From an optimization exercise on the open Yosys and OpenROAD flow, aimed at small area; shortcuts taken in it are not production practice.
Function was checked by simulation only, so behaviour that the tests miss may differ from the original.
Power figures rest on the tool's default switching activity, not on a simulated workload.

[flow/config.mk]
export PLATFORM = sky130hd
export DESIGN_NAME = flex_frame
export DESIGN_NICKNAME = flex_frame
export VERILOG_FILES = /design/flow/design.v
export SDC_FILE = /design/flow/constraint.sdc
export NUM_CORES = 4
export LEC_CHECK = 0
export CAP_MARGIN = 20
export CORE_MARGIN = 2
export CORE_UTILIZATION = 65
export PLACE_DENSITY = 0.8
export SLEW_MARGIN = 20
[flow/constraint.sdc]
create_clock -name core_clock -period 40.0 [get_ports {clk}]
set_input_delay 8.0000 -clock core_clock [delete_from_list [all_inputs] [get_ports {clk}]]
set_output_delay 8.0000 -clock core_clock [all_outputs]
set_load 0.01 [all_outputs]
[flow/design.v]
module flex_frame (
    input  wire        clk,
    input  wire        rst,
    input  wire        sym_valid,
    input  wire [1:0]  sym,
    output reg  [1:0]  state,        
    output reg         ev_sync,
    output reg         ev_fiw_ok,
    output reg         ev_fiw_rej,
    output reg         ev_frame,
    output reg  [31:0] ev_info,
    output reg  [1:0]  ev_aux,
    output reg         wd_valid_a,   
    output wire        wd_valid_b,   
    output wire        wd_cd,        
    output wire [6:0]  wd_idx,
    output reg  [31:0] wd_word_a,
    output reg  [31:0] wd_word_b
);
    localparam [1:0] ST_SYNC1 = 2'd0, ST_FIW = 2'd1, ST_SYNC2 = 2'd2, ST_DATA = 2'd3;
    localparam integer LL = 249;      
    reg [63:0]   sync_buf;
    reg          pol;           
    reg [11:0]   cnt;           
    reg          toggle;        
    reg [3:0]    idle_seen;     
    reg [3:0]    cycle_no;
    reg [6:0]    frame_no;
    reg [4:0]    s1, s3;        
    reg          fiw_b31;       
    reg [LL-1:0] la, lb, lc, ld;
    function automatic [4:0] mul_a;
        input [4:0] v;
        mul_a = {v[3:0], 1'b0} ^ (v[4] ? 5'b00101 : 5'b00000);
    endfunction
    function automatic [4:0] gmul;
        input [4:0] a;
        input [4:0] b;
        integer k;
        reg [4:0] p, t;
        begin
            p = 5'd0;
            t = a;
            for (k = 0; k < 5; k = k + 1) begin
                if (b[k]) p = p ^ t;
                t = mul_a(t);
            end
            gmul = p;
        end
    endfunction
    function automatic [4:0] apow;      
        input integer n;
        integer k;
        begin
            apow = 5'd1;
            for (k = 0; k < n; k = k + 1) apow = mul_a(apow);
        end
    endfunction
    function automatic [4:0] dist16;
        input [15:0] d;
        integer k;
        begin
            dist16 = 5'd0;
            for (k = 0; k < 16; k = k + 1) dist16 = dist16 + {4'd0, d[k]};
        end
    endfunction
    function automatic [5:0] pop32;
        input [31:0] d;
        integer k;
        begin
            pop32 = 6'd0;
            for (k = 0; k < 32; k = k + 1) pop32 = pop32 + {5'd0, d[k]};
        end
    endfunction
    function automatic amo8;
        input [7:0] v;
        reg a0, a1, n0, n1;
        begin
            a0 = (v[0] & (v[1] | v[2] | v[3])) | (v[1] & (v[2] | v[3])) | (v[2] & v[3]);
            a1 = (v[4] & (v[5] | v[6] | v[7])) | (v[5] & (v[6] | v[7])) | (v[6] & v[7]);
            n0 = |v[3:0];
            n1 = |v[7:4];
            amo8 = !a0 && !a1 && !(n0 && n1);
        end
    endfunction
    function automatic amo16;
        input [15:0] v;
        amo16 = amo8(v[7:0]) && amo8(v[15:8]) && !(|v[7:0] && |v[15:8]);
    endfunction
    function automatic [1:0] near32;
        input [31:0] y;
        reg [1:0] fa [0:9];
        reg [1:0] fb [0:3];
        reg [1:0] fc;
        reg [14:0] cy;
        reg u0, u1;
        integer k;
        begin
            for (k = 0; k < 10; k = k + 1) begin
                fa[k] = y[3 * k] + y[3 * k + 1] + y[3 * k + 2];
                cy[k] = fa[k][1];
            end
            fb[0] = fa[0][0] + fa[1][0] + fa[2][0];
            fb[1] = fa[3][0] + fa[4][0] + fa[5][0];
            fb[2] = fa[6][0] + fa[7][0] + fa[8][0];
            fb[3] = fa[9][0] + y[30] + y[31];
            for (k = 0; k < 4; k = k + 1) cy[10 + k] = fb[k][1];
            fc = fb[0][0] + fb[1][0] + fb[2][0];
            cy[14] = fc[1];
            u0 = fc[0];
            u1 = fb[3][0];
            near32[0] = amo16({1'b0, cy}) && (!(|cy) || !(u0 && u1));
            near32[1] = amo16({1'b0, ~cy}) && ((&cy) || u0 || u1);
        end
    endfunction
    function automatic le3_16;
        input [15:0] y;
        reg [1:0] f0, f1, f2, f3, f4, f5, f6, h7;
        begin
            f0 = y[0]  + y[1]  + y[2];
            f1 = y[3]  + y[4]  + y[5];
            f2 = y[6]  + y[7]  + y[8];
            f3 = y[9]  + y[10] + y[11];
            f4 = y[12] + y[13] + y[14];
            f5 = f0[0] + f1[0] + f2[0];
            f6 = f3[0] + f4[0] + y[15];
            h7 = f5[0] + f6[0];
            le3_16 = amo8({f0[1], f1[1], f2[1], f3[1], f4[1], f5[1], f6[1], h7[1]});
        end
    endfunction
    wire [1:0] r     = pol ? ~sym : sym;
    wire       bit_a = r[1];
    wire       bit_b = sym[1] ^ sym[0];
    wire       tog   = toggle;
    wire       inc   = !(tog && state == ST_DATA);
    wire [11:0] c    = cnt + {11'd0, inc};
    wire [63:0] nbuf  = {sync_buf[62:0], ~sym[1]};
    wire [1:0]  mnear = near32(nbuf[47:16] ^ 32'hA6C6AAAA);
    wire        cnear = le3_16(nbuf[63:48] ^ ~nbuf[15:0]);
    wire        hit_n = mnear[0] && cnear;
    wire        hit_i = mnear[1] && cnear;
    wire [15:0] code  = sync_buf[63:48] ^ {16{pol}};
    wire m1 = le3_16(code ^ 16'h870C);
    wire m2 = le3_16(code ^ 16'hB068);
    wire m3 = le3_16(code ^ 16'h7B18);
    wire m4 = le3_16(code ^ 16'hDEA0);
    wire m5 = le3_16(code ^ 16'h4C7C);
    wire known  = m1 | m2 | m3 | m4 | m5;
    wire baud32 = m3 | m4 | m5;
    wire lev4   = m2 | m4 | m5;
    wire [4:0] s1sq;
    wire [4:0] dd   = s3 ^ gmul(s1, s1sq);
    wire       s1nz = |s1;
    wire [30:0] emask;           
    assign s1sq[0] = s1[0] ^ s1[4];
    assign s1sq[1] = s1[3];
    assign s1sq[2] = s1[1] ^ s1[4];
    assign s1sq[3] = s1[3] ^ s1[4];
    assign s1sq[4] = s1[2];
    assign emask[30] = s1nz & ~((s1[4] ^ dd[0]) | (s1[1] ^ s1[3] ^ dd[1]) | (s1[1] ^ s1[2] ^ s1[4] ^ dd[2]) | (s1[4] ^ dd[3]) | (s1[2] ^ s1[4] ^ dd[4]));
    assign emask[29] = s1nz & ~((s1[2] ^ s1[3] ^ dd[0]) | (s1[0] ^ dd[1]) | (s1[0] ^ s1[2] ^ dd[2]) | (1'b0 ^ dd[3]) | (s1[2] ^ s1[3] ^ s1[4] ^ dd[4]));
    assign emask[28] = s1nz & ~((s1[1] ^ s1[3] ^ dd[0]) | (1'b0 ^ dd[1]) | (s1[0] ^ s1[1] ^ s1[4] ^ dd[2]) | (s1[3] ^ s1[4] ^ dd[3]) | (s1[0] ^ s1[1] ^ s1[3] ^ s1[4] ^ dd[4]));
    assign emask[27] = s1nz & ~((s1[1] ^ s1[2] ^ dd[0]) | (s1[0] ^ s1[4] ^ dd[1]) | (s1[4] ^ dd[2]) | (s1[2] ^ dd[3]) | (s1[1] ^ s1[2] ^ s1[4] ^ dd[4]));
    assign emask[26] = s1nz & ~((s1[0] ^ dd[0]) | (s1[3] ^ dd[1]) | (s1[0] ^ s1[2] ^ s1[3] ^ dd[2]) | (s1[0] ^ s1[2] ^ dd[3]) | (s1[0] ^ s1[1] ^ s1[2] ^ s1[3] ^ dd[4]));
    assign emask[25] = s1nz & ~((s1[1] ^ s1[3] ^ s1[4] ^ dd[0]) | (s1[1] ^ s1[3] ^ dd[1]) | (s1[0] ^ s1[2] ^ dd[2]) | (s1[3] ^ dd[3]) | (s1[0] ^ s1[1] ^ s1[2] ^ s1[3] ^ dd[4]));
    assign emask[24] = s1nz & ~((s1[1] ^ s1[3] ^ dd[0]) | (s1[4] ^ dd[1]) | (s1[0] ^ s1[2] ^ s1[4] ^ dd[2]) | (s1[2] ^ dd[3]) | (s1[1] ^ s1[3] ^ dd[4]));
    assign emask[23] = s1nz & ~((s1[0] ^ s1[1] ^ s1[3] ^ dd[0]) | (s1[3] ^ dd[1]) | (s1[1] ^ s1[2] ^ s1[3] ^ s1[4] ^ dd[2]) | (s1[0] ^ s1[2] ^ s1[3] ^ s1[4] ^ dd[3]) | (s1[2] ^ s1[4] ^ dd[4]));
    assign emask[22] = s1nz & ~((s1[2] ^ s1[3] ^ s1[4] ^ dd[0]) | (s1[0] ^ s1[1] ^ s1[3] ^ s1[4] ^ dd[1]) | (s1[0] ^ s1[2] ^ s1[4] ^ dd[2]) | (s1[2] ^ s1[3] ^ dd[3]) | (s1[0] ^ s1[3] ^ s1[4] ^ dd[4]));
    assign emask[21] = s1nz & ~((s1[0] ^ s1[1] ^ s1[3] ^ dd[0]) | (s1[3] ^ s1[4] ^ dd[1]) | (s1[3] ^ s1[4] ^ dd[2]) | (s1[0] ^ dd[3]) | (s1[0] ^ s1[2] ^ dd[4]));
    assign emask[20] = s1nz & ~((s1[0] ^ s1[4] ^ dd[0]) | (s1[1] ^ dd[1]) | (s1[0] ^ s1[1] ^ s1[3] ^ s1[4] ^ dd[2]) | (s1[0] ^ s1[2] ^ s1[4] ^ dd[3]) | (s1[0] ^ s1[1] ^ s1[3] ^ s1[4] ^ dd[4]));
    assign emask[19] = s1nz & ~((s1[1] ^ s1[2] ^ s1[4] ^ dd[0]) | (s1[0] ^ s1[1] ^ s1[3] ^ dd[1]) | (1'b0 ^ dd[2]) | (s1[3] ^ dd[3]) | (s1[0] ^ s1[1] ^ s1[4] ^ dd[4]));
    assign emask[18] = s1nz & ~((1'b0 ^ dd[0]) | (s1[4] ^ dd[1]) | (s1[1] ^ s1[2] ^ dd[2]) | (s1[2] ^ s1[3] ^ s1[4] ^ dd[3]) | (s1[0] ^ s1[4] ^ dd[4]));
    assign emask[17] = s1nz & ~((s1[0] ^ s1[2] ^ s1[3] ^ dd[0]) | (s1[0] ^ s1[3] ^ s1[4] ^ dd[1]) | (s1[1] ^ s1[2] ^ s1[3] ^ dd[2]) | (s1[0] ^ s1[3] ^ s1[4] ^ dd[3]) | (s1[1] ^ dd[4]));
    assign emask[16] = s1nz & ~((s1[0] ^ s1[2] ^ s1[3] ^ s1[4] ^ dd[0]) | (s1[0] ^ s1[1] ^ s1[4] ^ dd[1]) | (s1[3] ^ s1[4] ^ dd[2]) | (s1[0] ^ s1[3] ^ dd[3]) | (s1[1] ^ s1[2] ^ s1[4] ^ dd[4]));
    assign emask[15] = s1nz & ~((s1[0] ^ s1[4] ^ dd[0]) | (s1[1] ^ s1[4] ^ dd[1]) | (s1[0] ^ s1[2] ^ s1[3] ^ s1[4] ^ dd[2]) | (s1[0] ^ s1[3] ^ dd[3]) | (s1[1] ^ s1[3] ^ dd[4]));
    assign emask[14] = s1nz & ~((s1[0] ^ s1[1] ^ s1[3] ^ s1[4] ^ dd[0]) | (s1[1] ^ s1[4] ^ dd[1]) | (s1[1] ^ s1[2] ^ s1[3] ^ dd[2]) | (s1[0] ^ s1[4] ^ dd[3]) | (s1[0] ^ s1[4] ^ dd[4]));
    assign emask[13] = s1nz & ~((s1[0] ^ s1[2] ^ s1[3] ^ s1[4] ^ dd[0]) | (s1[0] ^ s1[1] ^ dd[1]) | (s1[1] ^ s1[2] ^ s1[3] ^ s1[4] ^ dd[2]) | (s1[0] ^ s1[2] ^ s1[4] ^ dd[3]) | (s1[0] ^ s1[1] ^ s1[2] ^ dd[4]));
    assign emask[12] = s1nz & ~((s1[2] ^ s1[3] ^ s1[4] ^ dd[0]) | (s1[0] ^ s1[1] ^ s1[3] ^ dd[1]) | (s1[0] ^ s1[1] ^ s1[4] ^ dd[2]) | (s1[4] ^ dd[3]) | (s1[3] ^ dd[4]));
    assign emask[11] = s1nz & ~((s1[1] ^ s1[2] ^ dd[0]) | (s1[0] ^ dd[1]) | (s1[1] ^ s1[2] ^ s1[4] ^ dd[2]) | (s1[3] ^ s1[4] ^ dd[3]) | (s1[0] ^ s1[1] ^ s1[2] ^ dd[4]));
    assign emask[10] = s1nz & ~((s1[2] ^ s1[3] ^ dd[0]) | (s1[0] ^ s1[4] ^ dd[1]) | (s1[0] ^ s1[1] ^ dd[2]) | (s1[2] ^ s1[3] ^ s1[4] ^ dd[3]) | (s1[0] ^ s1[2] ^ s1[3] ^ dd[4]));
    assign emask[9] = s1nz & ~((s1[0] ^ s1[1] ^ s1[2] ^ dd[0]) | (s1[0] ^ s1[3] ^ s1[4] ^ dd[1]) | (s1[0] ^ s1[2] ^ s1[3] ^ s1[4] ^ dd[2]) | (s1[0] ^ dd[3]) | (s1[0] ^ s1[3] ^ s1[4] ^ dd[4]));
    assign emask[8] = s1nz & ~((s1[0] ^ s1[1] ^ s1[3] ^ s1[4] ^ dd[0]) | (s1[1] ^ dd[1]) | (s1[3] ^ dd[2]) | (s1[0] ^ s1[2] ^ s1[3] ^ dd[3]) | (1'b0 ^ dd[4]));
    assign emask[7] = s1nz & ~((s1[4] ^ dd[0]) | (s1[1] ^ s1[3] ^ s1[4] ^ dd[1]) | (s1[4] ^ dd[2]) | (s1[2] ^ s1[3] ^ dd[3]) | (s1[0] ^ s1[2] ^ dd[4]));
    assign emask[6] = s1nz & ~((s1[0] ^ dd[0]) | (s1[3] ^ s1[4] ^ dd[1]) | (s1[0] ^ s1[1] ^ s1[3] ^ dd[2]) | (s1[0] ^ s1[3] ^ s1[4] ^ dd[3]) | (s1[1] ^ s1[2] ^ s1[3] ^ s1[4] ^ dd[4]));
    assign emask[5] = s1nz & ~((s1[0] ^ s1[1] ^ s1[2] ^ s1[4] ^ dd[0]) | (s1[0] ^ s1[1] ^ s1[4] ^ dd[1]) | (s1[0] ^ s1[1] ^ s1[3] ^ dd[2]) | (s1[0] ^ s1[4] ^ dd[3]) | (s1[0] ^ s1[2] ^ s1[3] ^ dd[4]));
    assign emask[4] = s1nz & ~((s1[0] ^ s1[1] ^ s1[2] ^ s1[4] ^ dd[0]) | (s1[0] ^ s1[1] ^ dd[1]) | (s1[0] ^ s1[2] ^ s1[3] ^ dd[2]) | (s1[0] ^ s1[2] ^ s1[3] ^ dd[3]) | (s1[2] ^ s1[3] ^ s1[4] ^ dd[4]));
    assign emask[3] = s1nz & ~((s1[1] ^ s1[3] ^ s1[4] ^ dd[0]) | (s1[1] ^ s1[3] ^ s1[4] ^ dd[1]) | (s1[0] ^ s1[1] ^ dd[2]) | (s1[2] ^ s1[4] ^ dd[3]) | (s1[1] ^ s1[2] ^ s1[3] ^ s1[4] ^ dd[4]));
    assign emask[2] = s1nz & ~((s1[0] ^ s1[1] ^ s1[2] ^ dd[0]) | (s1[0] ^ s1[3] ^ dd[1]) | (s1[0] ^ s1[1] ^ s1[3] ^ s1[4] ^ dd[2]) | (s1[0] ^ s1[2] ^ s1[3] ^ s1[4] ^ dd[3]) | (s1[3] ^ dd[4]));
    assign emask[1] = s1nz & ~((s1[1] ^ s1[2] ^ s1[4] ^ dd[0]) | (s1[0] ^ s1[1] ^ s1[3] ^ s1[4] ^ dd[1]) | (s1[1] ^ s1[2] ^ dd[2]) | (s1[2] ^ s1[4] ^ dd[3]) | (s1[1] ^ dd[4]));
    assign emask[0] = s1nz & ~((s1[0] ^ s1[2] ^ s1[3] ^ dd[0]) | (s1[0] ^ s1[3] ^ dd[1]) | (s1[3] ^ dd[2]) | (s1[0] ^ s1[2] ^ dd[3]) | (s1[0] ^ s1[1] ^ s1[4] ^ dd[4]));
    wire       bch_ok = s1nz ? |emask : ~|s3;
    wire [1:0] nfix   = !s1nz ? 2'd0 : (dd == 5'd0) ? 2'd1 : 2'd2;
    reg [30:0] fx;
    integer b;
    always @* begin
        for (b = 0; b < 31; b = b + 1) fx[b] = la[30 - b] ^ emask[b];
    end
    wire [3:0] fsum = fx[3:0] + fx[7:4] + fx[11:8] + fx[15:12] + fx[19:16] + {3'd0, fx[20]};
    function automatic [31:0] pre_taps;
        input [LL-1:0] l;
        input          nb;
        integer j;
        begin
            pre_taps[31] = nb;
            for (j = 1; j < 32; j = j + 1) pre_taps[31 - j] = l[8 * j - 1];
        end
    endfunction
    function automatic is_idle;
        input [31:0] w;
        is_idle = (w == 32'h0) || (w == 32'hFFFFFFFF);
    endfunction
    wire last_bit = &c[7:0];
    wire idl_a = is_idle(pre_taps(la, bit_a));
    wire idl_b = is_idle(pre_taps(lb, bit_b));
    wire idl_c = is_idle(pre_taps(lc, bit_a));
    wire idl_d = is_idle(pre_taps(ld, bit_b));
    reg [3:0] idle_n;
    always @* begin
        idle_n = idle_seen;
        if (last_bit) begin
            if (!tog) begin
                idle_n[0] = idle_seen[0] | idl_a;
                idle_n[1] = idle_seen[1] | idl_b;
            end else begin
                idle_n[2] = idle_seen[2] | idl_c;
                idle_n[3] = idle_seen[3] | idl_d;
            end
        end
    end
    function automatic all_idle_f;
        input [3:0] v;
        input       b32;
        input       l4;
        all_idle_f = v[0] & (v[1] | !l4) & (v[2] | !b32) & (v[3] | !(b32 & l4));
    endfunction
    wire full_step = (c == 12'hAFF) && (!baud32 || tog);
    wire fiw_bit = (c[5] || (c[4] && |c[3:0])) && c[6:0] != 7'd48;
    wire enA = sym_valid && ((state == ST_DATA && !tog) ||
                             (state == ST_FIW && fiw_bit));
    wire enC = sym_valid && state == ST_DATA && tog;
    always @(posedge clk) begin
        if (enA) begin
            la <= {la[LL-2:0], bit_a};
            lb <= {lb[LL-2:0], bit_b};
        end
        if (enC) begin
            lc <= {lc[LL-2:0], bit_a};
            ld <= {ld[LL-2:0], bit_b};
        end
    end
    always @(posedge clk) begin
        if (rst) begin
            state      <= ST_SYNC1;
            sync_buf   <= 64'd0;
            pol        <= 1'b0;
            cycle_no   <= 4'd0;
            frame_no   <= 7'd0;
            ev_sync    <= 1'b0;
            ev_fiw_ok  <= 1'b0;
            ev_fiw_rej <= 1'b0;
            ev_frame   <= 1'b0;
            wd_valid_a <= 1'b0;
        end else begin
            ev_sync    <= 1'b0;
            ev_fiw_ok  <= 1'b0;
            ev_fiw_rej <= 1'b0;
            ev_frame   <= 1'b0;
            wd_valid_a <= 1'b0;
            if (sym_valid) begin
                case (state)
                    ST_SYNC1: begin
                        sync_buf <= nbuf;
                        if (hit_n || hit_i) begin
                            pol     <= hit_i;
                            cnt     <= 12'd0;
                            state   <= ST_FIW;
                            ev_sync <= 1'b1;
                        end
                    end
                    ST_FIW: begin
                        cnt <= c;
                        if (fiw_bit) begin
                            if (c[6:0] == 7'd17) begin
                                s1 <= {4'd0, bit_a};
                                s3 <= {4'd0, bit_a};
                            end else begin
                                s1 <= mul_a(s1) ^ {4'd0, bit_a};
                                s3 <= mul_a(mul_a(mul_a(s3))) ^ {4'd0, bit_a};
                            end
                        end
                        if (c[6:0] == 7'd48) begin
                            fiw_b31 <= bit_a;
                            cnt     <= 12'd0;
                            if (!bch_ok || fsum != 4'hF) begin
                                ev_fiw_rej <= 1'b1;
                                state      <= ST_SYNC1;
                            end else begin
                                cycle_no  <= fx[7:4];
                                frame_no  <= fx[14:8];
                                ev_fiw_ok <= 1'b1;
                                state     <= ST_SYNC2;
                            end
                        end
                    end
                    ST_SYNC2: begin
                        cnt <= c;
                        if (c[6:0] == (baud32 ? 7'd80 : 7'd40)) begin
                            cnt       <= 12'hFFF;
                            toggle    <= 1'b0;
                            idle_seen <= 4'd0;
                            state     <= ST_DATA;
                        end
                    end
                    ST_DATA: begin
                        cnt        <= c;
                        toggle     <= !tog && baud32;
                        idle_seen  <= idle_n;
                        wd_valid_a <= &c[7:3];
                        if (full_step || all_idle_f(idle_n, baud32, lev4)) begin
                            ev_frame <= 1'b1;
                            state    <= ST_SYNC1;
                        end
                    end
                endcase
            end
        end
    end
    assign wd_cd      = baud32 & ~toggle;
    assign wd_idx     = {cnt[11:8], cnt[2:0]};
    assign wd_valid_b = wd_valid_a & lev4;
    integer k;
    always @* begin
        for (k = 0; k < 32; k = k + 1) begin
            wd_word_a[k] = wd_cd ? lc[8 * (31 - k)] : la[8 * (31 - k)];
            wd_word_b[k] = wd_cd ? ld[8 * (31 - k)] : lb[8 * (31 - k)];
        end
    end
    wire [31:0] fiw_info = {fiw_b31 & ~bch_ok, fx};
    wire full_post = (cnt == 12'hAFF) && !toggle;
    always @* begin
        if (ev_sync) begin
            ev_info = {12'd0, known, lev4, baud32, pol, code};
            ev_aux  = 2'd0;
        end else if (ev_frame) begin
            ev_info = {18'd0, lev4, baud32, pol, cycle_no, frame_no};
            ev_aux  = {all_idle_f(idle_seen, baud32, lev4), full_post};
        end else begin
            ev_info = fiw_info;
            ev_aux  = ev_fiw_ok ? nfix : {1'b0, bch_ok};
        end
    end
endmodule
[flow/flow/run.sh]
#!/bin/bash
# Own flow: the standard layout (standard.sh) with
#  - synthesis through flow/synth.tcl (the standard script, with an area-oriented ABC script),
#  - clock tree built from clkbuf_8 with no dummy loads,
#  - port buffers of sky130_fd_sc_hd__buf_1.
# The make output goes to flow_make.log in the work folder; ORFS's own logs are in orfs/logs.
set -euo pipefail
W=$(pwd)
export MY_ABC_SCRIPT="$W/flow/area.abc"
CTS="-sink_clustering_enable -repair_clock_nets -dont_use_dummy_load -buf_list sky130_fd_sc_hd__clkbuf_8 -sink_clustering_size 14 -sink_clustering_max_diameter 50"
BUFP="-buffer_cell sky130_fd_sc_hd__buf_1"
export CTS_ARGS="$CTS"
export BUFFER_PORTS_ARGS="$BUFP"
sed -e "s|SYNTH_SCRIPT=[^ ]*|SYNTH_SCRIPT=$W/flow/synth.tcl|" standard.sh > my_standard.sh
grep -q "SYNTH_SCRIPT=$W/flow/synth.tcl" my_standard.sh
bash my_standard.sh "CTS_ARGS=$CTS" "BUFFER_PORTS_ARGS=$BUFP" finish > flow_make.log 2>&1
[flow/flow/area.abc]
strash
balance
rewrite
refactor
balance
rewrite
rewrite -z
balance
refactor -z
rewrite -z
balance
balance
rewrite
refactor
balance
rewrite
rewrite -z
balance
refactor -z
rewrite -z
balance
dch -f
amap
[flow/flow/synth.tcl]
# The standard synthesis script (synth_recipe.tcl), with one change: ABC maps the
# logic with the area-oriented script named by MY_ABC_SCRIPT. The registers are mapped
# by dfflibmap before ABC runs, so they are the standard synthesis's registers.
proc synth {args} { yosys synth -nofsm -noshare {*}$args }
proc abc {args} {
  set i [lsearch -exact $args -script]
  if {$i >= 0} { set args [lreplace $args $i [expr {$i + 1}] -script $::env(MY_ABC_SCRIPT)] }
  yosys abc {*}$args
}
source $::env(SCRIPTS_DIR)/synth.tcl
# left out here: clear keep_hierarchy, flatten, clean up, hide names made inside functions, write 1_2_yosys.v
[flow/standard.sh]
#!/bin/bash
# synth_recipe.tcl (not shown) runs the flow's synth.tcl, then flattens the netlist and writes it again
# the make line also repeats each setting of config.mk as NAME=value (left out here)
make -C /OpenROAD-flow-scripts/flow DESIGN_CONFIG=/design/flow/config.mk WORK_HOME=/design/flow/orfs CLKGATE_MAP_FILE= SYNTH_SCRIPT=/design/flow/synth_recipe.tcl "${@:-finish}"
==> results.cfg, run 1 <==
[outcome]
status = no timing/DRC/antenna violations

[cts]
holdBufCountCts = 0
cts_buffer_depth = 3
cts_root_buf = clkbuf_8
cts_sinks = 1107
cts_max_level = 3
cts.clk_slew.worst_paths_ns = 0.07
clock_latency_ns = 0.70
cts_tree = yes
numCtsBuffers = 94
postCtsSetupRepairBufs = 0
cts_resized = 0

[critical_path]
worst-path-buf-inv = 6
startpoint = pol
crit_end = wd_word_a[5]
crit_required_ns = 32.00
path_max_fanout = 66
path_delay_family = buffers and inverters
timing.rr.end = frame_no[0]
rr_startpoint = s1[4]
r2r_slack_ns = 29.58
crit_path_end_kind = output port
worstSetupPathType = reg2out
cpMaxStageDelayCell = o22ai_1
crit_top_cell = clkinv_1
worst_ep_arrival_time_ns = 6.94
reg2regPathDepth = 34
start_kind = register
crit_cells = 14
crit_path_max_incr_delay_ns = 0.76
worstPathCellList = clkinv_1 > o22ai_1 > clkinv_1 > fa_1 > clkinv_1 > fa_1 > a222oi_1 > nor4b_1 > nor3_1 > buf_4 > nor2_4 > buf_4 > o22a_1 > buf_1

[grt]
grt_max_degree = 224
grt_pass1_wl_um = 121000
overflow = 0
grt_pass1_vias = 20100
grt_use_total_pct = 25.8
antenna_found_initial = 4

[logic_synthesis]
syn_avg_cell_area_um2 = 17.2
yosys_register_bits = 1107
synth-seq-area-share_pct = 81.0
synth_area_um2 = 40000
synthFlopType = edfxtp_1
ys_warn_count = 3
synth_edf_count = 1024
synth_fp_nets = 2396
synthArstFlopShare_pct = 0
netlist_instances = 2322
synth_cell_types = 41

[floorplanning]
io_pins = 119
initial_core_util_pct = 66.0
die_h_um = 252
die_area_um2 = 63500
rows = 90
die_width_um = 252
core-area_um2 = 60600

[timing]
fmax_mhz = 66.9
setup_viol = 0
fin_crit_ns = 14.94
rsz0062_at_grt = no
finalSetupTns_ns = 0
slew_headroom_pct = 29.4
tightest_slew_ns = 1.05
fin_crit_sh_pct = 37.3
slew_viol_final = 0
finalHoldViolations = 0
finClkSkew_ns = 0.0794

[power_and_ir_drop]
cellPowerDensity_nw_per_um2 = 43.4
leakagePower_nw = 13.1
ir_drop_v = 0.0000331

[drt]
wl_um = 83300
drt_iter0_drc = 2424
ant_nets = 0
num_vias = 21100
via_per_inst = 6.31
drc = 0
post_drt_wl_per_cell_um = 24.9
first_pass_iters = 6

[final_layout]
multi_input_area_um2 = 6950
finalNetCount = 2635
stdcell_area_um2 = 43000
drive_gt1_share_pct = 5.24
fin_util_pct = 71.0
n_fill_cell = 3579
ff_latch_area_um2 = 32400
syn_to_final_growth_pct = 7.58

[min_path]
min-delay-path-class = reg2reg

[placement]
placed_area_um2 = 41600
dp_hpwl_um = 55900
io_buffers = 118
place_congestion = 0.981

[flow_run]
maxCapViolCount = 0
-- routing by layer --
| layer | vias to the layer above | routed length [um] | track usage [%] |
|---|---|---|---|
| met2 | 941 | 38100 | 38.8 |
| met1 | 10500 | 36200 | 39.2 |
| li1 | 9544 | - | - |
| met5 | - | 0 | 0 |
| met3 | 151 | 6170 | 4.34 |
| met4 | 0 | 2800 | 9.08 |
-- through the flow --
| stage | cells | hold WS, ns | power (mW) | setup slack [ns] |
|---|---|---|---|---|
| after floorplan | 2322 | 0.400 | 1.34 | 9.91 |
| after global placement | 3243 | 0.401 | 1.36 | 25.80 |
| after detailed placement | 3243 | 0.405 | 1.36 | 25.74 |
| after CTS | 3337 | 0.341 | 1.88 | 24.99 |
| after global routing | 3342 | 0.362 | 1.93 | 24.62 |
| final | 3343 | 0.352 | 1.87 | 25.06 |
-- cells by family after synthesis --
family	share of synthesized area, %
DFF	81.0
and+or+nand+nor	5.99
buffers and inverters	1.69
AOI/OAI and AO/OA	8.21
adders and majority gates	3.06
-- worst register-to-register path: cells and delay by family (launching register included) --
kind            cells  cell delay (ns)
buf+inv             9             2.21
flops               1             0.72
simple gates        9             2.20
compound gates     11             3.07
fa+ha+maj           5             2.13
-- cell usage in the layout (no fill, tap or decap), types with 8 or more instances in the layout --
| cell | instances |
|---|---|
| clkbuf_8 | 94 |
| ha_1 | 21 |
| o221a_1 | 32 |
| a21oi_1 | 79 |
| nand4_1 | 38 |
| buf_4 | 26 |
| or2_0 | 9 |
| edfxtp_1 | 1024 |
| nor2_1 | 173 |
| nor4_1 | 27 |
| buf_1 | 118 |
| a22oi_1 | 19 |
| or4_1 | 12 |
| fa_1 | 48 |
| a221oi_1 | 30 |
| or3_1 | 29 |
| o22ai_1 | 108 |
| nor4b_1 | 12 |
| nor3_1 | 51 |
| clkinv_1 | 165 |
| o22a_1 | 67 |
| nor2b_1 | 8 |
| o221ai_1 | 15 |
| nand2_1 | 94 |
| nand3_1 | 20 |
| dfxtp_1 | 83 |
| o21ai_0 | 96 |
-- state kept, by name, summed over array words and instances, names as in the netlist, 4 cells and up, named ones only --
register   flops
ld           249
lc           249
sync_buf      64
la           249
s1             5
idle_seen      4
cnt           12
s3             5
frame_no       7
cycle_no       4
lb           249
-- where the power goes --
part / total [mW] / switching, mW / internal (mW)
logic: 0.0868 / 0.0549 / 0.0320
clock network: 0.529 / 0.320 / 0.209
registers: 1.25 / 0.00391 / 1.25
-- layout make-up --
class / instances / share of cell area (%)
flip-flops and latches: 1107 / 75.3
diodes: 2 / 0.0116
multi-input cells: 1042 / 16.1
inverters: 166 / 1.45
clock buffers: 94 / 3.01
well taps: 782 / 2.27
repair buffers: 150 / 1.78
-- synthesized netlist by cell type (7+ instances only) --
cell type	count	share of area [%]
a21oi_1	80	1.0
a221oi_1	30	0.66
a22oi_1	19	0.36
and3_1	7	0.11
buf_4	7	0.13
clkinv_1	166	1.6
dfxtp_1	83	4.2
edfxtp_1	1024	77
fa_1	48	2.4
ha_1	21	0.66
nand2_1	94	0.88
nand3_1	20	0.25
nand4_1	38	0.59
nor2_1	178	1.7
nor2b_1	8	0.13
nor3_1	51	0.64
nor4_1	28	0.44
nor4b_1	12	0.26
o21ai_0	96	1.2
o221a_1	32	0.90
o221ai_1	15	0.33
o22a_1	67	1.5
o22ai_1	108	1.7
or2_0	9	0.14
or3_1	29	0.45
or4_1	12	0.23
-- worst min path at each step --
stage | cells after the start | endpoint | startpoint
floorplan | 0 | la[100] | la[99]
global placement | 0 | lc[3] | lc[2]
CTS | 0 | lc[51] | lc[50]
global route | 0 | lc[51] | lc[50]
finish | 0 | lc[51] | lc[50]
detailed placement | 0 | la[138] | la[137]
==> inputs of run 2 (changes only) <==
--- a/flow/design.v
+++ b/flow/design.v
@@ -3,7 +3,7 @@
     input  wire        rst,
     input  wire        sym_valid,
     input  wire [1:0]  sym,
-    output reg  [1:0]  state,        
+    output wire [1:0]  state,        
     output reg         ev_sync,
     output reg         ev_fiw_ok,
     output reg         ev_fiw_rej,
@@ -19,11 +19,13 @@
 );
     localparam [1:0] ST_SYNC1 = 2'd0, ST_FIW = 2'd1, ST_SYNC2 = 2'd2, ST_DATA = 2'd3;
     localparam integer LL = 249;      
+    reg          st1, st0;      
     reg [63:0]   sync_buf;
     reg          pol;           
     reg [11:0]   cnt;           
     reg          toggle;        
     reg [3:0]    idle_seen;     
+    reg          eq_a, eq_b, eq_c, eq_d;
     reg [3:0]    cycle_no;
     reg [6:0]    frame_no;
     reg [4:0]    s1, s3;        
@@ -131,6 +133,7 @@
     wire [1:0] r     = pol ? ~sym : sym;
     wire       bit_a = r[1];
     wire       bit_b = sym[1] ^ sym[0];
+    assign state = {st1, st0};
     wire       tog   = toggle;
     wire       inc   = !(tog && state == ST_DATA);
     wire [11:0] c    = cnt + {11'd0, inc};
@@ -196,24 +199,17 @@
         for (b = 0; b < 31; b = b + 1) fx[b] = la[30 - b] ^ emask[b];
     end
     wire [3:0] fsum = fx[3:0] + fx[7:4] + fx[11:8] + fx[15:12] + fx[19:16] + {3'd0, fx[20]};
-    function automatic [31:0] pre_taps;
-        input [LL-1:0] l;
-        input          nb;
-        integer j;
-        begin
-            pre_taps[31] = nb;
-            for (j = 1; j < 32; j = j + 1) pre_taps[31 - j] = l[8 * j - 1];
-        end
-    endfunction
-    function automatic is_idle;
-        input [31:0] w;
-        is_idle = (w == 32'h0) || (w == 32'hFFFFFFFF);
-    endfunction
     wire last_bit = &c[7:0];
-    wire idl_a = is_idle(pre_taps(la, bit_a));
-    wire idl_b = is_idle(pre_taps(lb, bit_b));
-    wire idl_c = is_idle(pre_taps(lc, bit_a));
-    wire idl_d = is_idle(pre_taps(ld, bit_b));
+    wire w7       = &c[2:0];
+    wire first_w  = ~|c[7:3];
+    wire same_a   = bit_a ~^ la[7];
+    wire same_b   = bit_b ~^ lb[7];
+    wire same_c   = bit_a ~^ lc[7];
+    wire same_d   = bit_b ~^ ld[7];
+    wire idl_a    = eq_a & same_a;
+    wire idl_b    = eq_b & same_b;
+    wire idl_c    = eq_c & same_c;
+    wire idl_d    = eq_d & same_d;
     reg [3:0] idle_n;
     always @* begin
         idle_n = idle_seen;
@@ -238,19 +234,25 @@
     wire enA = sym_valid && ((state == ST_DATA && !tog) ||
                              (state == ST_FIW && fiw_bit));
     wire enC = sym_valid && state == ST_DATA && tog;
+    wire holdA = !sym_valid || (state == ST_DATA ? tog : !(state == ST_FIW && fiw_bit));
+    wire holdC = !sym_valid || (state == ST_DATA ? !tog : 1'b1);
     always @(posedge clk) begin
-        if (enA) begin
-            la <= {la[LL-2:0], bit_a};
-            lb <= {lb[LL-2:0], bit_b};
-        end
-        if (enC) begin
-            lc <= {lc[LL-2:0], bit_a};
-            ld <= {ld[LL-2:0], bit_b};
-        end
+        if (enA && w7) begin
+            eq_a <= first_w | idl_a;
+            eq_b <= first_w | idl_b;
+        end
+        if (enC && w7) begin
+            eq_c <= first_w | idl_c;
+            eq_d <= first_w | idl_d;
+        end
+        la <= (la | {LL{enA}}) & ({la[LL-2:0], bit_a} | {LL{holdA}});
+        lb <= (lb | {LL{enA}}) & ({lb[LL-2:0], bit_b} | {LL{holdA}});
+        lc <= (lc | {LL{enC}}) & ({lc[LL-2:0], bit_a} | {LL{holdC}});
+        ld <= (ld | {LL{enC}}) & ({ld[LL-2:0], bit_b} | {LL{holdC}});
     end
     always @(posedge clk) begin
         if (rst) begin
-            state      <= ST_SYNC1;
+            {st1, st0}      <= ST_SYNC1;
             sync_buf   <= 64'd0;
             pol        <= 1'b0;
             cycle_no   <= 4'd0;
@@ -273,7 +275,7 @@
                         if (hit_n || hit_i) begin
                             pol     <= hit_i;
                             cnt     <= 12'd0;
-                            state   <= ST_FIW;
+                            {st1, st0}   <= ST_FIW;
                             ev_sync <= 1'b1;
                         end
                     end
@@ -293,12 +295,12 @@
                             cnt     <= 12'd0;
                             if (!bch_ok || fsum != 4'hF) begin
                                 ev_fiw_rej <= 1'b1;
-                                state      <= ST_SYNC1;
+                                {st1, st0}      <= ST_SYNC1;
                             end else begin
                                 cycle_no  <= fx[7:4];
                                 frame_no  <= fx[14:8];
                                 ev_fiw_ok <= 1'b1;
-                                state     <= ST_SYNC2;
+                                {st1, st0}     <= ST_SYNC2;
                             end
                         end
                     end
@@ -308,7 +310,7 @@
                             cnt       <= 12'hFFF;
                             toggle    <= 1'b0;
                             idle_seen <= 4'd0;
-                            state     <= ST_DATA;
+                            {st1, st0}     <= ST_DATA;
                         end
                     end
                     ST_DATA: begin
@@ -318,7 +320,7 @@
                         wd_valid_a <= &c[7:3];
                         if (full_step || all_idle_f(idle_n, baud32, lev4)) begin
                             ev_frame <= 1'b1;
-                            state    <= ST_SYNC1;
+                            {st1, st0}    <= ST_SYNC1;
                         end
                     end
                 endcase
==> run 2 against run 1 <==
Effect of this change: still clean; first-iteration DRC count fell by 16%; final cell count grew 43%; clock power rose by 3%; via count is 37% higher; hold slack improved by 0.054 ns; sequential share of layout area down 22 points; synthesized cell count is 63% higher; fmax increased by 0.12%; sequential cell count rose by 4; die area fell by 2.5%; wire length is 1.4% lower; clock skew rose by 0.029 ns; largest power group unchanged.
==> results.cfg, run 2 <==
[power_and_ir_drop]
leakagePower_nw = 15.4
cellPowerDensity_nw_per_um2 = 42.8
ir_drop_v = 0.0000382
p_clk_share_pct = 30.2
pwr-share-comb_pct = 5.8
switching_share_pct = 22.4
p_seq_share_pct = 64.0
switchingPower_uw = 402
p_int_mw = 1.40

[placement]
place_congestion = 0.981
placed_area_um2 = 40700
dp_hpwl_um = 53000
io_buffers = 118

[cts]
numCtsBuffers = 97
cts.clk_slew.worst_paths_ns = 0.09
cts_buffer_depth = 3
cts_tree = yes
cts_sinks = 1111
postCtsSetupRepairBufs = 0
cts_root_buf = clkbuf_8
cts_max_level = 3
cts_resized = 0
clock_latency_ns = 0.74
holdBufCountCts = 0

[critical_path]
worstSetupPathType = reg2out
r2r_slack_ns = 29.87
timing.rr.end = frame_no[3]
crit_required_ns = 32.00
start_kind = register
rr_startpoint = s1[4]
worst_ep_arrival_time_ns = 6.92
crit_path_end_kind = output port
reg2regPathDepth = 36
path_max_fanout = 20

[logic_synthesis]
yosysTopAreaCellShare_pct = 55.4
netlist_instances = 3781
yosys_register_bits = 1111
ys_warn_count = 3
synth_common_cells = dfxtp_1, clkinv_1, o22ai_1
synthFlopType = dfxtp_1
synth-seq-area-share_pct = 57.9
synth_edf_count = 32
synth_cell_types = 45
syn_avg_cell_area_um2 = 10.3
synth_most_common_cell = dfxtp_1
synth_fp_nets = 3856
synth_area_leaders = dfxtp_1, o22a_1, o22ai_1
synth_area_um2 = 39000
synthArstFlopShare_pct = 0
synth_top_cell_by_area = dfxtp_1

[grt]
grt_use_total_pct = 26.2
overflow = 0
grt_max_degree = 260
grt_pass1_vias = 27200
grt_pass1_wl_um = 136000
antenna_found_initial = 2

[drt]
wl_um = 82200
num_vias = 28800
post_drt_wl_per_cell_um = 17.1
ant_nets = 0
via_per_inst = 6.01
first_pass_iters = 7
drt_iter0_drc = 2042
drc = 0

[timing]
fmax_mhz = 67.0
finClkSkew_ns = 0.108
slew_headroom_pct = 22.8
fin_crit_ns = 14.92
finalHoldViolations = 0
finalSetupTns_ns = 0
rsz0062_at_grt = no
tightest_slew_ns = 1.16
slew_viol_final = 0
fin_crit_sh_pct = 37.3
setup_viol = 0

[floorplanning]
rows = 89
core-area_um2 = 59100
io_pins = 119
die_width_um = 249
initial_core_util_pct = 65.9
die_area_um2 = 61900
die_h_um = 249

[final_layout]
ff_latch_area_um2 = 22600
stdcell_area_um2 = 42000
finalNetCount = 4098
final_cell_mix = dfxtp_1, clkinv_1, o22ai_1
layout_commonest_cell = dfxtp_1
n_fill_cell = 4495
drive_gt1_share_pct = 3.46
syn_to_final_growth_pct = 7.87
multi_input_area_um2 = 13800

[outcome]
status = no timing/DRC/antenna violations

[min_path]
min_path_cells = 2
min_to = lc[182]
hold_start = lc[181]
min-delay-path-class = reg2reg

[flow_run]
maxCapViolCount = 0
[run 2: changes by cell type after synthesis, moves of 13 or more]
| cell | change |
|---|---|
| a21oi_1 | +67 |
| clkinv_1 | +514 |
| dfxtp_1 | +996 |
| edfxtp_1 | -992 |
| nand2_1 | -13 |
| nand4_1 | -33 |
| nor2_1 | +29 |
| nor4_1 | -13 |
| o22a_1 | +432 |
| o22ai_1 | +516 |
[run 2: metrics by stage]
| step | power, mW | instances | utilization [%] | hold slack [ns] | setup WS, ns |
|---|---|---|---|---|---|
| after floorplan | 1.26 | 3781 | - | 0.426 | 8.63 |
| after global placement | 1.28 | 4696 | 68.8 | 0.436 | 25.78 |
| after detailed placement | 1.28 | 4696 | 68.8 | 0.447 | 25.83 |
| after CTS | 1.82 | 4793 | 71.0 | 0.415 | 25.03 |
| after global routing | 1.88 | 4795 | 71.1 | 0.424 | 24.34 |
| final | 1.80 | 4795 | 71.1 | 0.406 | 25.08 |
[run 2: logic make-up (layout without fill, tap and decap cells)]
| family | Yosys count | count (layout) | synth area share [%] |
|---|---|---|---|
| AOI/OAI and AO/OA | 1494 | 1494 | 27.2 |
| adders and majority gates | 70 | 70 | 3.38 |
| buffers and inverters | 689 | 929 | 6.72 |
| DFF | 1111 | 1111 | 57.9 |
| other | 0 | 1 | 0 |
| and+or+nand+nor | 417 | 417 | 4.79 |
[run 2: worst max path at each step]
stage,endpoint,slack (ns),start,cells after the start
floorplan,eq_c,8.63,sym_valid,4
global placement,ev_aux[0],25.78,s1[4],21
detailed placement,wd_word_a[0],25.83,pol,15
CTS,wd_word_a[0],25.03,pol,15
global route,ev_aux[0],24.34,s1[4],21
finish,ev_aux[0],25.08,s1[4],21
[run 2: cell type report]
class | instances | area share [%]
Sequential cell | 1111 | 53.7
Clock buffer | 97 | 3.18
Inverter | 680 | 6.09
Timing Repair Buffer | 152 | 1.82
Antenna cell | 1 | 0.00595
Tap cell | 773 | 2.30
Multi-Input combinational cell | 1981 | 32.9
[run 2: metal layers]
metal / track usage [%] / wire [um] / part of all wire, %
met5: 0 / 13 / 0.016
met4: 8.29 / 2060 / 2.5
met3: 3.97 / 4040 / 4.9
met2: 43.0 / 38800 / 47
met1: 35.9 / 37300 / 45
[run 2: critical path, cell delays in order, from the launching register on]
cell	delay, ns
edfxtp_1	0.82
clkinv_1	0.74
o22ai_1	0.62
clkinv_1	0.27
nor2_1	0.23
a21oi_1	0.11
nor2_1	0.15
nor2_1	0.06
a21oi_1	0.12
buf_4	0.23
clkinv_1	0.43
o22ai_1	0.45
nand2_1	0.13
or3_1	0.40
nor3_1	0.51
nor4_1	0.14
nand3_1	0.13
o32ai_1	0.12
nor2_1	0.12
a311oi_1	0.05
nor3_1	0.22
buf_1	0.18
[run 2: power by group through the flow]
stage	logic (mW)	registers, mW	clock network [mW]
floorplan	0.0807	1.18	0
CTS	0.105	1.15	0.561
global placement	0.101	1.18	0
global route	0.120	1.16	0.601
detailed placement	0.104	1.18	0
finish	0.104	1.15	0.543
==> inputs of run 3 (changes only) <==
--- a/flow/design.v
+++ b/flow/design.v
@@ -143,11 +143,36 @@
     wire        hit_n = mnear[0] && cnear;
     wire        hit_i = mnear[1] && cnear;
     wire [15:0] code  = sync_buf[63:48] ^ {16{pol}};
-    wire m1 = le3_16(code ^ 16'h870C);
-    wire m2 = le3_16(code ^ 16'hB068);
-    wire m3 = le3_16(code ^ 16'h7B18);
-    wire m4 = le3_16(code ^ 16'hDEA0);
-    wire m5 = le3_16(code ^ 16'h4C7C);
+    wire [1:0] mf0 = !code[2] + code[11] + code[12];
+    wire [1:0] mf1 = code[2] + code[11] + !code[12];
+    wire [1:0] mf2 = code[0] + code[1] + !code[15];
+    wire [1:0] mf3 = code[0] + code[1] + code[15];
+    wire [1:0] mf4 = code[5] + !code[10] + code[13];
+    wire [1:0] mf5 = code[5] + code[10] + !code[13];
+    wire [1:0] mf6 = !code[3] + code[4] + code[7];
+    wire [1:0] mf7 = !code[3] + !code[4] + code[7];
+    wire [1:0] mf8 = code[6] + !code[8] + !code[9];
+    wire [1:0] mf9 = code[6] + code[8] + !code[9];
+    wire [1:0] m1_f5 = mf0[0] + mf2[0] + mf4[0];
+    wire [1:0] m1_f6 = mf6[0] + mf8[0] + code[14];
+    wire [1:0] m1_h7 = m1_f5[0] + m1_f6[0];
+    wire m1 = amo8({mf0[1], mf2[1], mf4[1], mf6[1], mf8[1], m1_f5[1], m1_f6[1], m1_h7[1]});    
+    wire [1:0] m2_f5 = mf1[0] + mf2[0] + !mf4[0];
+    wire [1:0] m2_f6 = mf6[0] + !mf8[0] + code[14];
+    wire [1:0] m2_h7 = m2_f5[0] + m2_f6[0];
+    wire m2 = amo8({mf1[1], mf2[1], !mf4[1], mf6[1], !mf8[1], m2_f5[1], m2_f6[1], m2_h7[1]});    
+    wire [1:0] m3_f5 = !mf0[0] + mf3[0] + mf5[0];
+    wire [1:0] m3_f6 = mf7[0] + mf8[0] + !code[14];
+    wire [1:0] m3_h7 = m3_f5[0] + m3_f6[0];
+    wire m3 = amo8({!mf0[1], mf3[1], mf5[1], mf7[1], mf8[1], m3_f5[1], m3_f6[1], m3_h7[1]});    
+    wire [1:0] m4_f5 = !mf0[0] + mf2[0] + !mf5[0];
+    wire [1:0] m4_f6 = !mf7[0] + mf9[0] + !code[14];
+    wire [1:0] m4_h7 = m4_f5[0] + m4_f6[0];
+    wire m4 = amo8({!mf0[1], mf2[1], !mf5[1], !mf7[1], mf9[1], m4_f5[1], m4_f6[1], m4_h7[1]});    
+    wire [1:0] m5_f5 = !mf1[0] + mf3[0] + !mf5[0];
+    wire [1:0] m5_f6 = mf7[0] + !mf8[0] + !code[14];
+    wire [1:0] m5_h7 = m5_f5[0] + m5_f6[0];
+    wire m5 = amo8({!mf1[1], mf3[1], !mf5[1], mf7[1], !mf8[1], m5_f5[1], m5_f6[1], m5_h7[1]});    
     wire known  = m1 | m2 | m3 | m4 | m5;
     wire baud32 = m3 | m4 | m5;
     wire lev4   = m2 | m4 | m5;
==> flow/flow/run.sh (replaced) <==
#!/bin/bash
# Own flow: the standard layout (standard.sh) with
#  - synthesis through flow/synth.tcl (the standard script, with the delay lines' hold
#    multiplexers mapped to o22a cells and an area-oriented ABC script for the rest),
#  - clock tree built from clkbuf_8 with no dummy loads,
#  - port buffers of sky130_fd_sc_hd__buf_1.
# The make output goes to flow_make.log in the work folder; ORFS's own logs are in orfs/logs.
set -euo pipefail
W=$(pwd)
export MY_ABC_SCRIPT="$W/flow/area.abc"
export MY_PAT="$W/flow/o22a_pat.v"
CTS="-sink_clustering_enable -repair_clock_nets -dont_use_dummy_load -buf_list sky130_fd_sc_hd__clkbuf_16 -sink_clustering_size 30 -sink_clustering_max_diameter 60"
BUFP="-buffer_cell sky130_fd_sc_hd__buf_1"
export CTS_ARGS="$CTS"
export BUFFER_PORTS_ARGS="$BUFP"
sed -e "s|SYNTH_SCRIPT=[^ ]*|SYNTH_SCRIPT=$W/flow/synth.tcl|" standard.sh > my_standard.sh
grep -q "SYNTH_SCRIPT=$W/flow/synth.tcl" my_standard.sh
bash my_standard.sh "CTS_ARGS=$CTS" "BUFFER_PORTS_ARGS=$BUFP" finish > flow_make.log 2>&1
==> flow/flow/o22a_pat.v (new file) <==
module sky130_fd_sc_hd__o22a_1 (A1, A2, B1, B2, X);
  input A1, A2, B1, B2;
  output X;
  wire a, n;
  \$_OR_ u1 (.A(A1), .B(A2), .Y(a));
  \$_NOR_ u2 (.A(B1), .B(B2), .Y(n));
  \$_ANDNOT_ u3 (.A(a), .B(n), .Y(X));
endmodule
==> flow/flow/synth.tcl (replaced) <==
# The standard synthesis script (synth_recipe.tcl), with two changes just before ABC:
# the hold multiplexers of the delay lines, (q | en) & (d | hold), are mapped to o22a
# cells (extract with the pattern in MY_PAT), and ABC maps the rest of the logic with the
# area-oriented script named by MY_ABC_SCRIPT. The registers are mapped by dfflibmap
# before this, so they are the standard synthesis's registers.
proc synth {args} { yosys synth -nofsm -noshare {*}$args }
proc abc {args} {
  set i [lsearch -exact $args -script]
  if {$i >= 0} { set args [lreplace $args $i [expr {$i + 1}] -script $::env(MY_ABC_SCRIPT)] }
  yosys extract -map $::env(MY_PAT)
  yosys abc {*}$args
}
source $::env(SCRIPTS_DIR)/synth.tcl
# left out here: clear keep_hierarchy, flatten, clean up, hide names made inside functions, write 1_2_yosys.v
==> run 3 against run 2 <==
Effect of this change: combinational power grew to 4.3 times the previous value; clock-buffer cell count down 46; fmax decreased by 1.2%; critical path depth is 1 higher; critical path type unchanged.
==> results.cfg, run 3 <==
[floorplanning]
die_h_um = 247
die_width_um = 247
initial_core_util_pct = 66.1
core-area_um2 = 57900
rows = 88
io_pins = 119
die_area_um2 = 60900

[timing]
finClkSkew_ns = 0.0629
tightest_slew_ns = 1.15
fin_crit_ns = 15.11
rsz0062_at_grt = no
fin_crit_sh_pct = 37.8
fmax_mhz = 66.2
setup_viol = 0
finalSetupTns_ns = 0
slew_headroom_pct = 23.4
finalHoldViolations = 0
worst_hold_slack_ns = 0.415
slew_viol_final = 0

[grt]
grt_pass1_vias = 26500
overflow = 0
antenna_found_initial = 1
grt_use_total_pct = 27.6
grt_pass1_wl_um = 137000
grt_max_degree = 263

[critical_path]
crit_top_cell = nor2_1
worst_ep_arrival_time_ns = 7.11
path_max_fanout = 19
cpMaxStageDelayCell = edfxtp_1
start_kind = register
crit_required_ns = 32.00
worstPathCellList = clkinv_1 > o22ai_1 > clkinv_1 > nor2_1 > nor2_1 > a21oi_1 > nor2_1 > a21oi_1 > buf_4 > clkinv_1 > o22ai_1 > clkinv_1 > o22ai_1 > nor2_1 > nor4b_1 > nor4_1 > nand4_1 > o22ai_1 > nor2_1 > a311oi_1 > nor3_1 > buf_1
crit_path_max_incr_delay_ns = 0.89
crit_path_end_kind = output port
worstSetupPathType = reg2out

[placement]
placed_area_um2 = 40000
dp_hpwl_um = 57100
io_buffers = 118
place_congestion = 0.912

[logic_synthesis]
synth_area_um2 = 38300
yosys_register_bits = 1111
yosysTopAreaCellShare_pct = 56.4
synth_most_common_cell = dfxtp_1
synth_common_cells = dfxtp_1, o22a_1, clkinv_1
ys_warn_count = 3
synthFlopType = dfxtp_1
synth-seq-area-share_pct = 58.9
synth_cell_types = 50
syn_avg_cell_area_um2 = 11.9
synth_edf_count = 32
synth_top_cell_by_area = dfxtp_1
synthArstFlopShare_pct = 0
netlist_instances = 3217
synth_fp_nets = 3288
synth_area_leaders = dfxtp_1, o22a_1, fa_1

[cts]
clock_latency_ns = 0.63
cts_buffer_depth = 3
cts.clk_slew.worst_paths_ns = 0.11
cts_tree = yes
cts_max_level = 2
numCtsBuffers = 51
holdBufCountCts = 0
postCtsSetupRepairBufs = 0
cts_sinks = 1111
cts_root_buf = clkbuf_16
cts_resized = 0

[drt]
first_pass_iters = 6
num_vias = 27400
wl_um = 86500
drt_iter0_drc = 2013
post_drt_wl_per_cell_um = 20.7
drc = 0
ant_nets = 0
via_per_inst = 6.57

[power_and_ir_drop]
leakagePower_nw = 14.7
cellPowerDensity_nw_per_um2 = 58.2
ir_drop_v = 0.0000535

[final_layout]
stdcell_area_um2 = 41300
finalNetCount = 3485
layout_commonest_cell = dfxtp_1
insertedDiodeCount = 0
drive_gt1_share_pct = 2.81
syn_to_final_growth_pct = 7.82
fin_util_pct = 71.3
final_cell_mix = dfxtp_1, o22a_1, clkinv_1

[min_path]
min-delay-path-class = reg2reg

[flow_run]
maxCapViolCount = 0

[outcome]
status = no timing/DRC/antenna violations
[run 3: changes by cell type after synthesis, sizes merged, moves of 4 or more]
| cell | delta |
|---|---|
| o22ai | -501 |
| o22a | +556 |
| o21ai | -10 |
| fa | -4 |
| nand2 | +4 |
| nor2 | -70 |
| a21oi | -56 |
| clkinv | -497 |
| nor3 | +5 |
[run 3: stage by stage]
stage	cells	setup WS (ns)	power, mW
2_1_floorplan	3217	8.34	1.74
3_3_place_gp	4125	25.67	1.84
3_5_place_dp	4125	25.77	1.88
4_1_cts	4176	25.10	2.41
5_1_grt	4177	24.41	2.52
6_report	4177	24.89	2.40
[run 3: power by group]
group	internal (mW)	switching, mW
combinational	0.235	0.209
sequential	1.29	0.121
clock	0.228	0.316
[run 3: layout make-up]
| cell class | instances | area [um^2] |
|---|---|---|
| fillers | 4056 | 16600 |
| multi-input cells | 1914 | 15000 |
| repair buffers | 153 | 758 |
| flip-flops and latches | 1111 | 22600 |
| inverters | 183 | 696 |
| well taps | 765 | 957 |
| clock buffers | 51 | 1280 |
[run 3: path summary, 6_finish.rpt]
path | endpoint | slack, ns | startpoint | depth (start not counted)
max | ev_aux[0] | 24.89 | s1[3] | 22
min | lc[29] | 0.42 | lc[28] | 1
max reg2reg | cycle_no[3] | 29.50 | s1[3] | 36
min reg2reg | lc[29] | 0.42 | lc[28] | 1
[run 3: cells by family (layout without fill, tap and decap cells)]
logic type,after synthesis,in the layout,share of synthesized area [%]
AO/OA/AOI/OAI,1486,1486,31.4
flip-flops,1111,1111,58.9
XOR/XNOR,3,3,0.0686
AND/OR/NAND/NOR,359,359,4.35
buffers and inverters,192,387,1.97
adder cells (fa/ha/maj),66,66,3.24
[run 3: worst max-delay path: cells and delay by family (launching register included)]
kind / cells / cell delay, ns
AO/OA/AOI/OAI: 7 / 2.35
buffers and inverters: 6 / 1.95
AND/OR/NAND/NOR: 9 / 1.30
flip-flops: 1 / 0.89
[run 3: per-layer routing]
metal	wire length, um	track usage [%]	up-vias
met4	2810	9.43	0
met3	3520	3.21	159
met1	38500	36.6	13600
met2	41700	47.2	605
li1	-	-	13100
met5	0	0	-
==> inputs of run 4 (changes only) <==
--- a/flow/flow/run.sh
+++ b/flow/flow/run.sh
@@ -9,7 +9,7 @@
 W=$(pwd)
 export MY_ABC_SCRIPT="$W/flow/area.abc"
 export MY_PAT="$W/flow/o22a_pat.v"
-CTS="-sink_clustering_enable -repair_clock_nets -dont_use_dummy_load -buf_list sky130_fd_sc_hd__clkbuf_16 -sink_clustering_size 30 -sink_clustering_max_diameter 60"
+CTS="-sink_clustering_enable -repair_clock_nets -dont_use_dummy_load -buf_list {sky130_fd_sc_hd__clkbuf_4 sky130_fd_sc_hd__clkbuf_8} -sink_clustering_size 10 -sink_clustering_max_diameter 40"
 BUFP="-buffer_cell sky130_fd_sc_hd__buf_1"
 export CTS_ARGS="$CTS"
 export BUFFER_PORTS_ARGS="$BUFP"
==> run 4 against run 3 <==
Effect of this change: combinational power about the same; hold slack worse by 0.012 ns; largest power group unchanged; core utilization up 1.0 points; fmax down 0.61%; area after synthesis unchanged; highest routed layer unchanged; via count up 1.6%; still clean on timing, DRC and antenna; sequential share of layout area down 0.79 points; power up 4.5%; critical endpoint unchanged; first-iteration DRC count down 2.8%; sequential power about the same.
==> results.cfg, run 4 <==
[placement]
dp_hpwl_um = 57100
placed_area_um2 = 40000
place_ws_ns = 25.77
place_congestion = 0.912
dp.cells = 4125
io_buffers = 118

[grt]
overflow = 0
grt_pass1_vias = 27300
antenna_found_initial = 2
use_met3_pct = 5.36
grt_max_degree = 263
gr-usage-met2_pct = 47.9
grt_pass1_wl_um = 140000
busiest_layer = met2
gr-usage-met1_pct = 36.2
grt_use_total_pct = 28.6

[cts]
holdBufCountCts = 0
postCtsSetupRepairBufs = 0
cts_root_buf = clkbuf_8
cts_buffer_depth = 3
clock_latency_ns = 0.77
cts_resized = 0
cts_max_level = 4
cts.clk_slew.worst_paths_ns = 0.07
numCtsBuffers = 137
cts_sinks = 1111
cts_tree = yes

[timing]
tightest_slew_ns = 1.19
finalSetupTns_ns = 0
finClkSkew_ns = 0.0686
slew_headroom_pct = 19.7
setup_viol = 0
fin_crit_ns = 15.20
slew_viol_final = 0
fmax_mhz = 65.8
rsz0062_at_grt = no
layout_setup_ws_ns = 24.80
worst_hold_slack_ns = 0.403
finalHoldViolations = 0
fin_crit_sh_pct = 38.0

[min_path]
min-delay-path-class = reg2reg
hold_start = lc[28]

[critical_path]
crit_required_ns = 32.00
start_kind = register
startpoint = s1[3]
rr_startpoint = s1[3]
worst_ep_arrival_time_ns = 7.20
worstSetupPathType = reg2out
crit_path_end_kind = output port
path_max_fanout = 19

[drt]
num_vias = 27900
wl_um = 87700
post_drt_wl_per_cell_um = 20.6
drt_iter0_drc = 1956
first_pass_iters = 6
via_per_inst = 6.54
ant_nets = 0
drc = 0

[flow_run]
maxCapViolCount = 0

[power_and_ir_drop]
power_mw = 2.51
cellPowerDensity_nw_per_um2 = 59.9
switchingPower_uw = 677
ir_drop_v = 0.0000476
p_int_mw = 1.83
p_seq_share_pct = 56.4
p_clk_share_pct = 25.9
switching_share_pct = 27.0
leakagePower_nw = 15.1
pwr-share-comb_pct = 17.7

[logic_synthesis]
synth-seq-area-share_pct = 58.9
synth_common_cells = dfxtp_1, o22a_1, clkinv_1
ys_warn_count = 3
synth_most_common_cell = dfxtp_1
synth_area_leaders = dfxtp_1, o22a_1, fa_1
synthArstFlopShare_pct = 0
yosysTopAreaCellShare_pct = 56.4
synth_area_um2 = 38300
synth_top_cell_by_area = dfxtp_1
netlist_instances = 3217
synth_edf_count = 32
synth_fp_nets = 3288
synth_cell_types = 50
synthFlopType = dfxtp_1
syn_avg_cell_area_um2 = 11.9
yosys_register_bits = 1111

[outcome]
status = no timing/DRC/antenna violations

[final_layout]
syn_to_final_growth_pct = 9.41
multi_input_area_um2 = 15000
ff_latch_area_um2 = 22600
final_cells = 4264
final_cell_mix = dfxtp_1, o22a_1, clkinv_1
finalNetCount = 3571
layout_commonest_cell = dfxtp_1
drive_gt1_share_pct = 5.17
stdcell_area_um2 = 41900
n_fill_cell = 3987
fin_util_pct = 72.3

[floorplanning]
rows = 88
die_h_um = 247
io_pins = 119
core-area_um2 = 57900
die_area_um2 = 60900
initial_core_util_pct = 66.1
die_width_um = 247
-- run 4: kinds of logic (layout without fill, tap and decap cells) --
kind of cell / after synthesis / count (layout) / share of synthesized area, %
xor gates and xnor gates: 3 / 3 / 0.0686
DFF: 1111 / 1111 / 58.9
AOI/OAI and AO/OA: 1486 / 1486 / 31.4
and+or+nand+nor: 359 / 359 / 4.35
buffers and inverters: 192 / 473 / 1.97
other: 0 / 1 / 0
adders and majority gates: 66 / 66 / 3.24
-- run 4: layout make-up --
class | instances | share of cell area, %
Multi-Input combinational cell | 1914 | 35.9
Clock buffer | 137 | 4.50
Sequential cell | 1111 | 53.9
Timing Repair Buffer | 153 | 1.81
Tap cell | 765 | 2.29
Antenna cell | 1 | 0.00597
Inverter | 183 | 1.66
-- run 4: power groups by stage --
stage	Combinational, mW	Clock, mW	Sequential [mW]
6_report	0.443	0.651	1.41
4_1_cts	0.445	0.669	1.41
3_3_place_gp	0.419	0	1.42
2_1_floorplan	0.349	0	1.40
5_1_grt	0.487	0.715	1.43
3_5_place_dp	0.441	0	1.44
-- run 4: worst max-delay path, stage by stage (launching register included) --
cell,delay (ns)
edfxtp_1,0.87
clkinv_1,0.67
o22ai_1,0.52
clkinv_1,0.28
nor2_1,0.22
nor2_1,0.06
a21oi_1,0.16
nor2_1,0.07
a21oi_1,0.24
nor2_1,0.07
a21oi_1,0.13
buf_4,0.25
clkinv_1,0.42
o22ai_1,0.43
clkinv_1,0.22
a22oi_1,0.33
nor3_1,0.13
nor4_1,0.36
nand4_1,0.14
o22ai_1,0.35
nor2_1,0.07
a311oi_1,0.22
nor3_1,0.09
buf_1,0.14
-- run 4: metal layers --
layer,wire length (um),vias to the layer above
met5,0,-
met1,37800,13800
met3,4120,193
li1,-,13200
met2,42800,679
met4,2960,0
-- run 4: path summary, 6_finish.rpt --
kind | endpoint | cells after the start | slack, ns
worst min register to register | lc[29] | 1 | 0.40
worst max register to register | cycle_no[3] | 36 | 29.50
worst min-delay path | lc[29] | 1 | 0.40
worst max-delay path | ev_aux[0] | 23 | 24.80

==> what the ideal ports hide <==
In the flow no input, the clock included, has a driving cell. The finished layouts below were timed again as built, in two steps. Step 1, drivers: a clkbuf_16 drives clk and a buf_2 each remaining input, both assumed. Step 2 adds t to the input delays and takes it off the output delays; t is the mean of the earliest and latest rising clock arrival at the registers after step 1. Input paths then give back, and output paths get back, about the clock's delay inside the block. Three values: ideal ports, drivers, drivers and shift; two values: the first two.
run | shift t [ns] | setup WS [ns] | hold slack, ns | slew at the worst register clock pin (ns) | cell pins on the clock port's net
run 1 | 0.725 | 25.061 / 24.996 / 25.721 | 0.352 / 0.352 / 0.352 | 0.10 / 0.10 | 1
run 2 | 0.744 | 25.079 / 25.017 / 25.761 | 0.406 / 0.406 / 0.406 | 0.09 / 0.09 | 1
run 3 | 0.660 | 24.894 / 24.828 / 25.488 | 0.415 / 0.415 / 0.415 | 0.11 / 0.11 | 1
run 4 | 0.801 | 24.802 / 24.746 / 25.547 | 0.403 / 0.403 / 0.403 | 0.07 / 0.07 | 1
After both steps every run listed still meets setup and hold.
